This is an optimization exercise on Yosys and OpenROAD, whose aim is small area, a short achievable clock period and few clock cycles, not a production implementation.
In this exercise RTL edits were held to simulation tests only and were not proved equivalent to the original.
Power is estimated from default activity; no workload was simulated.

==> flow/design.v (excerpt) <==
module dbc3_blit (
    input  wire        clk,
    input  wire        rst,
    input  wire        start,
    output wire        ready,
    output reg         done,
    input  wire [23:0] src_addr,
    input  wire [8:0]  blit_x,
    input  wire [8:0]  blit_y,
    input  wire        flip_x,
    input  wire        flip_y,
    input  wire [7:0]  pen,
    input  wire        pen_mode,
    input  wire [9:0]  clip_x,
    input  wire [9:0]  clip_y,
    input  wire [9:0]  clip_width,
    input  wire [9:0]  clip_height,
    input  wire [3:0]  clip_ctrl,
    input  wire [23:0] rom_len,
    output wire [23:0] end_src_addr,
    output wire [8:0]  end_blit_y,
    output reg         anom_oor,
    output reg  [7:0]  anom_unk,
    output wire        rom_req,
    output wire [23:0] rom_addr,
    input  wire        rom_gnt,
    input  wire [7:0]  rom_rdata,
    output wire        pix_valid,
    input  wire        pix_ready,
    output wire [8:0]  pix_x,
    output wire [8:0]  pix_y,
    output wire [7:0]  pix_pen
);
Size in the first run: about 1900 cells after synthesis, ~240 flip-flops, roughly 230 I/O pins, ~19000 sq um of cells after synthesis.
clock: 8.0 ns
lec_check: 0
cap_margin: 20
core_margin: 2
core_utilization: 40
place_density: 0.6
setup_slack_margin: 4
slew_margin: 20
tns_end_percent: 30
standard.sh (not shown) runs the stock make flow with config.mk's settings and CLKGATE_MAP_FILE= SYNTH_SCRIPT=/design/flow/synth_recipe.tcl, a recipe that flattens the netlist after the stock synthesis.
==> flow/flow/run.sh <==
#!/bin/bash
# Layout: the standard flow (standard.sh, which runs ORFS from synthesis
# to the final layout), unchanged except that the port buffers are
# sky130_fd_sc_hd__buf_1 cells instead of the larger delay buffer that
# buffer_ports picks by default. Every port still gets its buffer.
# ORFS writes each step's full output to its own log under orfs/logs/;
# make's own output goes to standard.log.
set -euo pipefail
export BUFFER_PORTS_ARGS="-buffer_cell sky130_fd_sc_hd__buf_1"
bash standard.sh > standard.log 2>&1
The baseline went through all stages and came out clean.
Testbench counts at the start, summed over its fixed seeds: cycles 37,259.
Rerun with:
==> flow/run.sh (new file) <==
#!/bin/bash
# synth_recipe.tcl (not shown) runs the flow's synth.tcl, then flattens the netlist and writes it again
# the make line also repeats each setting of config.mk as NAME=value (left out here)
make -C /OpenROAD-flow-scripts/flow DESIGN_CONFIG=/design/flow/config.mk WORK_HOME=/design/flow/orfs CLKGATE_MAP_FILE= SYNTH_SCRIPT=/design/flow/synth_recipe.tcl finish
removed: flow/flow/run.sh
removed: flow/standard.sh
Outcome:
- global-route usage goes up by 0.53 points
- setup slack is better by 0.014 ns
- die area is unchanged
- total power is higher by a few percent
- final cell count barely changes
- sequential power stays flat
- final area grows by a few percent
- wire length went up by a few percent
- synthesized area is unchanged
- non-clock buffer count falls by 4
- clock skew went up by 0.018 ns
Rerun with:
==> flow/flow/run.sh (new file) <==
#!/bin/bash
# Layout: the standard flow (standard.sh, which runs ORFS from synthesis
# to the final layout), unchanged except that the port buffers are
# sky130_fd_sc_hd__buf_1 cells instead of the larger delay buffer that
# buffer_ports picks by default. Every port still gets its buffer.
# ORFS writes each step's full output to its own log under orfs/logs/;
# make's own output goes to standard.log.
set -euo pipefail
export BUFFER_PORTS_ARGS="-buffer_cell sky130_fd_sc_hd__buf_1"
bash standard.sh > standard.log 2>&1
==> flow/standard.sh (new file) <==
#!/bin/bash
# synth_recipe.tcl (not shown) runs the flow's synth.tcl, then flattens the netlist and writes it again
# the make line also repeats each setting of config.mk as NAME=value (left out here)
make -C /OpenROAD-flow-scripts/flow DESIGN_CONFIG=/design/flow/config.mk WORK_HOME=/design/flow/orfs CLKGATE_MAP_FILE= SYNTH_SCRIPT=/design/flow/synth_recipe.tcl "${@:-finish}"
Settings changed: TNS_END_PERCENT 30 to default.
removed: flow/run.sh
Result:
- critical path depth is higher by 12
- worst setup slack improves by 0.018 ns
- clock power falls by about 3%
- power falls by 2.8%
- non-clock buffer count climbs by 16
- cell count increases by 0.63%
Rerun with:
Settings changed: CTS_BUF_LIST from default to sky130_fd_sc_hd__clkbuf_4 sky130_fd_sc_hd__clkbuf_8, PLACE_DENSITY 0.6 to 0.75, TNS_END_PERCENT from default to 30.
Non-clock buffer count falls by 11.
Final cell count is higher slightly.
Setup slack got worse by 0.042 ns.
Die area does not change.
Power is lower by a few percent.
Synthesized cell count is unchanged.

==> afterwards: timing with drivers on the ports <==
No port has a modelled driver above. Below, the same layouts with a new extraction and two added sets of constraints.
Step 1 (the two cells are an assumption about what drives the block):
set clk [get_ports {clk}]
set_driving_cell -lib_cell sky130_fd_sc_hd__clkbuf_16 $clk
set_driving_cell -lib_cell sky130_fd_sc_hd__buf_2 [delete_from_list [all_inputs] $clk]
Step 2 adds t to the input delays and takes it off the output delays; t is the mean of the earliest and latest rising clock arrival at the registers after step 1. Input paths then give back, and output paths get back, about the clock's delay inside the block.
Slacks: ideal ports / drivers / drivers and shift; pairs: ideal ports / drivers.
| run | t, ns | slack for setup (ns) | clock arrival spread, ns |
|---|---|---|---|
| the first run | 0.644 | 4.039 / 4.039 / 3.463 | 0.010 / 0.010 |
| the second run | 0.637 | 4.053 / 4.000 / 3.547 | 0.029 / 0.029 |
| the third run | 0.631 | 4.071 / 4.071 / 3.823 | 0.022 / 0.022 |
| the fourth run | 0.664 | 4.029 / 3.981 / 3.941 | 0.047 / 0.046 |
After both steps every run listed still meets setup and hold. For the first run, which loses most, drivers alone change the setup slack by 0.000 ns; drivers and shift together by -0.576 ns.
